This design comes from an exercise in tuning for a short achievable clock period and few clock cycles on the open sky130 flow, not from production work.
No activity file was given, so power comes from the tool's default toggle rates.

## before
// nr_core
module nr_core (
    input  wire        clk,
    input  wire        rst,         
    input  wire        cmd_valid,
    output wire        cmd_ready,
    input  wire [11:0] cmd,
    output reg         rsp_valid,
    output reg         rsp_ok,
    output reg  [31:0] rsp_val
);
==> flow/config.mk <==
export PLATFORM = sky130hd
export DESIGN_NAME = nr_core
export DESIGN_NICKNAME = nr_core
export VERILOG_FILES = /design/flow/design.v
export SDC_FILE = /design/flow/constraint.sdc
export NUM_CORES = 4
export LEC_CHECK = 0
export ABC_CLOCK_PERIOD_IN_PS = 2000
export CAP_MARGIN = 20
export CORE_MARGIN = 2
export CORE_UTILIZATION = 40
export SLEW_MARGIN = 20
==> flow/constraint.sdc <==
create_clock -name core_clock -period 22.0 [get_ports {clk}]
set_input_delay 4.4000 -clock core_clock [delete_from_list [all_inputs] [get_ports {clk}]]
set_output_delay 4.4000 -clock core_clock [all_outputs]
set_load 0.01 [all_outputs]
standard.sh (not shown) runs the stock make flow with config.mk's settings and CLKGATE_MAP_FILE= SYNTH_SCRIPT=/design/flow/synth_recipe.tcl, a recipe that flattens the netlist after the stock synthesis.
==> flow/flow/run.sh <==
#!/bin/bash
# Own layout flow: the standard flow (standard.sh, unchanged synthesis),
# with the timing repair asked to reach a setup slack of flow/margin.txt ns
# on the design's clock, so that gates are sized for a short achieved
# period, and plain buffers (not delay cells) on the ports.
set -euo pipefail
MARGIN=$(cat flow/margin.txt)
bash standard.sh SETUP_SLACK_MARGIN=$MARGIN \
  "BUFFER_PORTS_ARGS=-buffer_cell sky130_fd_sc_hd__buf_4" \
  finish > standard_flow.log 2>&1
==> flow/flow/margin.txt <==
17
before | stages: all done | timing, DRC, antenna: all pass
What after does differently from before at the input level:
==> flow/flow/run.sh <==
#!/bin/bash
# Own layout flow: the standard flow (standard.sh, unchanged synthesis),
# with the timing repair asked to reach a setup slack of SETUP_MARGIN ns on
# the design's clock, so that gates are sized for a short achieved period.
set -euo pipefail
MARGIN=$(cat flow/margin.txt)
bash standard.sh SETUP_SLACK_MARGIN=$MARGIN finish > standard_flow.log 2>&1
diff --git a/flow/config.mk b/flow/config.mk
--- a/flow/config.mk
+++ b/flow/config.mk
@@ -7,3 +7,3 @@
 export LEC_CHECK = 0
-export ABC_CLOCK_PERIOD_IN_PS = 2000
+export ABC_CLOCK_PERIOD_IN_PS = 4000
 export CAP_MARGIN = 20
Results
after was carried through to the last stage, and its layout satisfied the timing, design-rule and antenna checks.
Relative to before, post-cts resize count has increased by 180% in after.
As far as total number of multi-input combinational cells is concerned, after and before perform about the same.
[compare] base=before new=after: required time of the worst setup path -0.02 ns, global-route usage ~0 delta, total clock network power ~0 delta.
Comparing before and after, the lower cell area is on before.
Final cycle utilization of the critical path of before is on par with after.
Compared before against after; setup slack after layout within noise.
Between before and after, aggregate routed wire length increased.
Area after synthesis: after vs before identical
No functional check of the RTL was part of any run of this note.


nr_core again, from the RTL that the note above started with.
clock: 22.0 ns
lec_check: 0
abc_clock_period_in_ps: 4000
cap_margin: 20
core_margin: 2
core_utilization: 40
setup_slack_margin: 5
slew_margin: 20
run.sh (not shown) runs the stock make flow with config.mk's settings and CLKGATE_MAP_FILE= SYNTH_SCRIPT=/design/flow/synth_recipe.tcl, a recipe that flattens the netlist after the stock synthesis.
Stock flow here: none of the scripts above is used.
Next try:
==> flow/flow/run.sh (new file) <==
#!/bin/bash
# Own layout flow: the standard flow (standard.sh, unchanged synthesis),
# with the timing repair asked to reach a setup slack of flow/margin.txt ns
# on the design's clock, so that gates are sized for a short achieved
# period, and plain buffers (not delay cells) on the ports.
set -euo pipefail
MARGIN=$(cat flow/margin.txt)
bash standard.sh SETUP_SLACK_MARGIN=$MARGIN \
  "BUFFER_PORTS_ARGS=-buffer_cell sky130_fd_sc_hd__buf_4" \
  finish > standard_flow.log 2>&1
==> flow/flow/margin.txt (new file) <==
17
==> flow/standard.sh (new file) <==
#!/bin/bash
# synth_recipe.tcl (not shown) runs the flow's synth.tcl, then flattens the netlist and writes it again
# the make line also repeats each setting of config.mk as NAME=value (left out here)
make -C /OpenROAD-flow-scripts/flow DESIGN_CONFIG=/design/flow/config.mk WORK_HOME=/design/flow/orfs CLKGATE_MAP_FILE= SYNTH_SCRIPT=/design/flow/synth_recipe.tcl "${@:-finish}"
ABC_CLOCK_PERIOD_IN_PS = 10   (was 4000)
SETUP_SLACK_MARGIN = unset   (was 5)
removed: flow/run.sh
Outcome: The changed run produced a clean layout. Sequential share of layout area is about the same. Design area rises by 1.9%. Global-route usage barely changes. Synthesized cell count stays the same.
No run of this note included a check of the RTL's function; only the layout flow was run.

-- afterwards: timing with drivers on the ports --
No port has a modelled driver above. Below, the same layouts with a new extraction and two added sets of constraints.
Step 1, drivers: a clkbuf_16 drives clk and a buf_2 each remaining input, both assumed.
Step 2 adds t to the input delays and takes it off the output delays; t is the mean of the earliest and latest rising clock arrival at the registers after step 1. Input paths then give back, and output paths get back, about the clock's delay inside the block.
Three values: ideal ports, drivers, drivers and shift; two values: the first two.
| run | t (ns) | setup WS [ns] | worst setup path at the end | worst slew at a driven data input, ns |
|---|---|---|---|---|
| before | 0.462 | 16.614 / 16.621 / 16.159 | input to register | 0.05 |
| after | 0.456 | 16.613 / 16.617 / 16.161 | input to register | 0.05 |
| the first run of note 2 | 0.463 | 15.894 / 15.911 / 15.448 | input to register | 0.05 |
| the second run of note 2 | 0.462 | 16.614 / 16.621 / 16.159 | input to register | 0.05 |
After both steps every run listed still meets setup and hold.
